Source: an optimization exercise on an open RTL-to-GDS flow (aim: small area). Production flows keep margins and buffers that such runs may drop.
Power figures rest on the tool's default switching activity, not on a simulated workload.

build 23:
==> flow/design.v <==
module swuart_bt (
    input  wire        clk,
    input  wire        rst,             
    input  wire        tick,            
    input  wire        rx_in,           
    input  wire        state_in,        
    input  wire        req_valid,
    input  wire [15:0] req_word,
    output wire        req_ready,       
    output wire [31:0] resp_data,
    output wire        resp_fault,
    output wire [1:0]  resp_code,
    output wire        tx_out,
    output reg         evt_connect,
    output reg         evt_disconnect
);
    localparam integer NMD_LIMIT       = 60;
    localparam integer TICKS_PER_MS    = 29;
    localparam integer TICKS_PER_EPOCH = 7200;
    localparam [3:0] OP_INIT        = 4'h1;
    localparam [3:0] OP_WAIT_READY  = 4'h2;
    localparam [3:0] OP_STATUS      = 4'h3;
    localparam [3:0] OP_WRITE       = 4'h4;
    localparam [3:0] OP_AVAILABLE   = 4'h5;
    localparam [3:0] OP_READ        = 4'h6;
    localparam [3:0] OP_CLOCK_RESET = 4'h7;
    localparam [3:0] OP_CLOCK_READ  = 4'h8;
    localparam [3:0] OP_CLOCK_PRESET= 4'h9;
    reg         enabled;
    reg         rx_act;           
    reg  [2:0]  rx_sub;
    reg  [8:0]  rx_sr;            
    reg         tx_busy;
    reg  [1:0]  tx_sub;
    reg  [8:0]  tx_sr;            
    reg         tx_line;
    reg  [7:0]  ring [0:31];
    reg  [4:0]  rb_hp;            
    reg  [5:0]  rb_cnt;
    reg         rb_pv;            
    reg  [7:0]  rb_pend;
    reg  [5:0]  nmd;
    reg  [31:0] ms_clock;
    reg  [4:0]  ms_sub;
    reg  [12:0] epoch_sub;
    reg  [3:0]  hist;
    reg         connected;
    reg  [2:0]  init_cd;
    wire [3:0] op   = req_word[15:12];
    wire [3:0] rsv  = req_word[11:8];
    wire [7:0] imm8 = req_word[7:0];
    wire illegal = (op == 4'h0) || (op > OP_CLOCK_PRESET) || (rsv != 4'h0) ||
                   (op != OP_WRITE && op != OP_CLOCK_PRESET && imm8 != 8'h00);
    wire f_already = !illegal && op == OP_INIT && enabled;
    wire f_noten   = !illegal && op != OP_INIT && op != OP_STATUS && !enabled;
    wire fault     = illegal || f_already || f_noten;
    wire rb_empty    = (rb_cnt == 6'd0);
    wire nmd_expired = nmd[0] == 1'b0 && nmd[1] == 1'b0 && nmd[2] == 1'b0 && nmd[4] && nmd[5];
    wire ready_flag  = (init_cd == 3'd0);
    wire hold = !fault &&
                ((op == OP_WAIT_READY && !ready_flag) ||
                 (op == OP_WRITE      && tx_busy)     ||
                 (op == OP_READ       && rb_empty && !nmd_expired));
    assign req_ready  = !hold;
    assign resp_fault = fault;
    assign resp_code  = {f_already | f_noten, illegal | f_already};
    wire [31:0] rsel = 32'd1 << rb_hp;
    reg  [7:0] rd_ring;
    integer j;
    always @* begin
        rd_ring = 8'd0;
        for (j = 0; j < 32; j = j + 1)
            rd_ring = rd_ring | (ring[j] & {8{rsel[j]}});
    end
    wire [7:0] rd_byte = (rb_pv && rb_cnt == 6'd1) ? rb_pend : rd_ring;
    reg [31:0] result;
    always @* begin
        case (op)
            OP_STATUS:     result = {25'd0, tx_line, nmd_expired, rx_act, tx_busy,
                                     connected, ready_flag, enabled};
            OP_AVAILABLE:  result = {26'd0, rb_cnt};
            OP_READ:       result = rb_empty ? 32'd0 : {23'd0, 1'b1, rd_byte};
            OP_CLOCK_READ: result = ms_clock;
            default:       result = 32'd0;
        endcase
    end
    assign resp_data = fault ? 32'd0 : result;
    wire do_req = req_valid && !hold && !fault;
    wire n_enabled = enabled | (do_req && op == OP_INIT);
    wire tk = tick && n_enabled;
    wire pop = do_req && op == OP_READ && !rb_empty;
    wire [5:0] cnt1 = rb_cnt - pop;
    wire       rx_done = tk && rx_act && rx_sr[0] && rx_sub == 3'd1;
    wire       full1 = cnt1[5];
    wire [5:0] n_cnt = cnt1 + (rx_done && !full1);
    wire [4:0] n_hp  = rb_hp + 5'd1 + pop + (rx_done && full1);
    wire [4:0] pend_pos = rb_hp + rb_cnt[4:0] - 5'd1;
    wire       wr   = rb_pv && pend_pos[3:0] == 4'hf;
    wire       wr0  = wr && pend_pos[4];
    wire       wr16 = wr && !pend_pos[4];
    integer i;
    always @(posedge clk) begin
        ring[0]  <= wr0  ? rb_pend : ring[31];
        ring[16] <= wr16 ? rb_pend : ring[15];
        for (i = 1; i < 32; i = i + 1)
            if (i != 16) ring[i] <= ring[i-1];
    end
    always @(posedge clk) begin
        rb_hp <= rst ? 5'd0 : n_hp;
        if (rx_done) rb_pend <= rx_sr[8:1];
    end
    wire ms_wrap    = ms_sub[0] == 1'b0 && ms_sub[1] == 1'b0 && ms_sub[3] && ms_sub[4];
    wire epoch_wrap = epoch_sub[12:2] == 11'b11110110100 && epoch_sub[0] == 1'b0;
    wire [4:0]  ms_next    = {ms_sub[3:0], ~(ms_sub[4] ^ ms_sub[1])};
    wire [12:0] epoch_next = {epoch_sub[11:0], ~(epoch_sub[12] ^ epoch_sub[0])};
    wire [5:0]  nmd_next   = {nmd[4:0], ~(nmd[5] ^ nmd[0])};
    wire [3:0] n_hist = {hist[2:0], state_in};
    wire new_c = (n_hist == 4'hf);
    always @(posedge clk) begin
        if (rst) begin
            enabled        <= 1'b0;
            rx_act         <= 1'b0;
            tx_busy        <= 1'b0;
            tx_line        <= 1'b1;
            rb_cnt         <= 6'd0;
            rb_pv          <= 1'b0;
            nmd            <= 6'd0;
            ms_clock       <= 32'd0;
            ms_sub         <= 5'd0;
            epoch_sub      <= 13'd0;
            hist           <= 4'd0;
            connected      <= 1'b0;
            init_cd        <= 3'd4;
            evt_connect    <= 1'b0;
            evt_disconnect <= 1'b0;
        end else begin
            enabled <= n_enabled;
            rb_cnt  <= n_cnt;
            if (rx_done) rb_pv <= 1'b1;
            else if (wr) rb_pv <= 1'b0;
            if (do_req && op == OP_WRITE) begin
                tx_sr   <= {1'b1, imm8};
                tx_sub  <= 2'd3;       
                tx_busy <= 1'b1;
            end
            begin : msblk
                reg [31:0] base;
                base = ms_clock;
                if (do_req && (op == OP_CLOCK_RESET || op == OP_CLOCK_PRESET))
                    base = {4{imm8}};
                ms_clock <= base + (tk && ms_wrap);
            end
            evt_connect    <= 1'b0;
            evt_disconnect <= 1'b0;
            if (tk) begin
                if (!rx_act) begin
                    if (!rx_in) begin
                        rx_sr  <= 9'h100;
                        rx_sub <= 3'd4;
                        rx_act <= 1'b1;
                    end else if (!nmd_expired) begin
                        nmd <= nmd_next;
                    end
                end else if (rx_sub == 3'd1) begin
                    rx_sub <= 3'd3;
                    if (!rx_sr[0]) begin
                        rx_sr <= {rx_in, rx_sr[8:1]};
                    end else begin
                        nmd    <= 6'd0;
                        rx_act <= 1'b0;
                    end
                end else begin
                    rx_sub <= rx_sub - 3'd1;
                end
                if (tx_busy || (do_req && op == OP_WRITE)) begin
                    if ((do_req && op == OP_WRITE) || tx_sub == 2'd3) begin
                        tx_line <= 1'b0;
                        tx_sub  <= 2'd2;
                    end else if (tx_sub != 2'd0) begin
                        tx_sub <= tx_sub - 2'd1;
                    end else if (tx_sr == 9'd0) begin
                        tx_busy <= 1'b0;
                    end else begin
                        tx_line <= tx_sr[0];
                        tx_sr   <= {1'b0, tx_sr[8:1]};
                        tx_sub  <= 2'd2;
                    end
                end
                ms_sub <= ms_wrap ? 5'd0 : ms_next;
                if (epoch_wrap) begin
                    epoch_sub <= 13'd0;
                    hist      <= n_hist;
                    if (init_cd != 3'd0) init_cd <= init_cd - 3'd1;
                    if (new_c != connected) begin
                        connected      <= new_c;
                        evt_connect    <= new_c;
                        evt_disconnect <= !new_c;
                    end
                end else begin
                    epoch_sub <= epoch_next;
                end
            end
        end
    end
    assign tx_out = tx_line;
endmodule
clock: 10.0 ns
lec_check: 0
cap_margin: 20
core_margin: 2
core_utilization: 60
cts_buf_list: sky130_fd_sc_hd__clkbuf_8
cts_cluster_diameter: 60
cts_cluster_size: 16
place_density: 0.7
slew_margin: 20
run.sh (not shown) runs the stock make flow with config.mk's settings and CLKGATE_MAP_FILE= SYNTH_SCRIPT=/design/flow/synth_recipe.tcl, a recipe that flattens the netlist after the stock synthesis.
For build 11, these inputs were changed with respect to build 23:
Settings: removing CTS_CLUSTER_SIZE (formerly 16); removing CTS_BUF_LIST (formerly sky130_fd_sc_hd__clkbuf_8); removing CTS_CLUSTER_DIAMETER (formerly 60).
==> flow/flow/run.sh (new file) <==
#!/bin/bash
# Standard ORFS layout (the standard.sh: standard synthesis, floorplan,
# power grid, tap cells, placement, CTS, routing), with two knobs changed:
#  - the port buffers are sky130_fd_sc_hd__buf_1 (one per port, as usual);
#  - CTS uses larger clusters and no dummy loads.
# Full make output goes to flow_make.log in the work folder.
set -euo pipefail
cd "$(dirname "$0")/.."
bash standard.sh \
  "BUFFER_PORTS_ARGS=-buffer_cell sky130_fd_sc_hd__buf_1" \
  "CTS_ARGS=-sink_clustering_enable -repair_clock_nets -dont_use_dummy_load -buf_list sky130_fd_sc_hd__clkbuf_16 -sink_clustering_size 24 -sink_clustering_max_diameter 80" \
  finish > flow_make.log 2>&1
==> flow/standard.sh (new file) <==
#!/bin/bash
# synth_recipe.tcl (not shown) runs the flow's synth.tcl, then flattens the netlist and writes it again
# the make line also repeats each setting of config.mk as NAME=value (left out here)
make -C /OpenROAD-flow-scripts/flow DESIGN_CONFIG=/design/flow/config.mk WORK_HOME=/design/flow/orfs CLKGATE_MAP_FILE= SYNTH_SCRIPT=/design/flow/synth_recipe.tcl "${@:-finish}"
removed: flow/run.sh
Results
Every run (build 23 and build 11) finished clean. Total power: build 11 below build 23. Build 11 vs build 23: count of clock-net buffers in the final layout down in build 11. The period utilization in build 11 was lower than what build 23 gave.
#### Input delta (build 81 over build 11)
Settings: setting CTS_CLUSTER_SIZE to 24 for the first time; setting CTS_BUF_LIST to sky130_fd_sc_hd__clkbuf_16 for the first time; setting CTS_CLUSTER_DIAMETER to 80 for the first time.
==> flow/run.sh (new file) <==
#!/bin/bash
# synth_recipe.tcl (not shown) runs the flow's synth.tcl, then flattens the netlist and writes it again
# the make line also repeats each setting of config.mk as NAME=value (left out here)
make -C /OpenROAD-flow-scripts/flow DESIGN_CONFIG=/design/flow/config.mk WORK_HOME=/design/flow/orfs CLKGATE_MAP_FILE= SYNTH_SCRIPT=/design/flow/synth_recipe.tcl finish
removed: flow/flow/run.sh
removed: flow/standard.sh
Notes after the runs:
For the delay of the slowest cell on the worst path, build 81 came in 0.28 ns higher than build 11 did.
Compare build 81 and build 11 | met2 global-route usage higher: build 81
Build 81 gives less number of cells after detailed placement than build 11 did.
No functional check of the RTL was part of any run of this note.

separate check: timing with driven ports:
In the flow no input, the clock included, has a driving cell. The finished layouts below were timed again as built, in two steps. Step 1 (the two cells are an assumption about what drives the block):
set clk [get_ports {clk}]
set_driving_cell -lib_cell sky130_fd_sc_hd__clkbuf_16 $clk
set_driving_cell -lib_cell sky130_fd_sc_hd__buf_2 [delete_from_list [all_inputs] $clk]
Step 2 also shifts input and output timing later by t, the mid clock arrival at the registers, as if the neighbouring blocks saw the same clock. Slacks: ideal / step 1 / step 2; pairs: ideal / step 1.
| run | t (ns) | slack for setup (ns) | hold WS [ns] | latest minus earliest clock arrival (ns) | slew at the worst register clock pin (ns) |
|---|---|---|---|---|---|
| build 23 | 0.651 | 2.762 / 2.740 / 2.412 | 0.328 / 0.328 / 0.328 | 0.039 / 0.039 | 0.11 / 0.11 |
| build 11 | 0.547 | 3.392 / 3.368 / 3.069 | 0.339 / 0.339 / 0.339 | 0.042 / 0.042 | 0.10 / 0.10 |
| build 81 | 0.561 | 2.758 / 2.735 / 2.410 | 0.350 / 0.350 / 0.350 | 0.021 / 0.021 | 0.10 / 0.10 |
After both steps setup and hold are still met in every run listed. For build 23, which loses most, drivers alone change the setup slack by -0.022 ns; drivers and shift together by -0.350 ns.
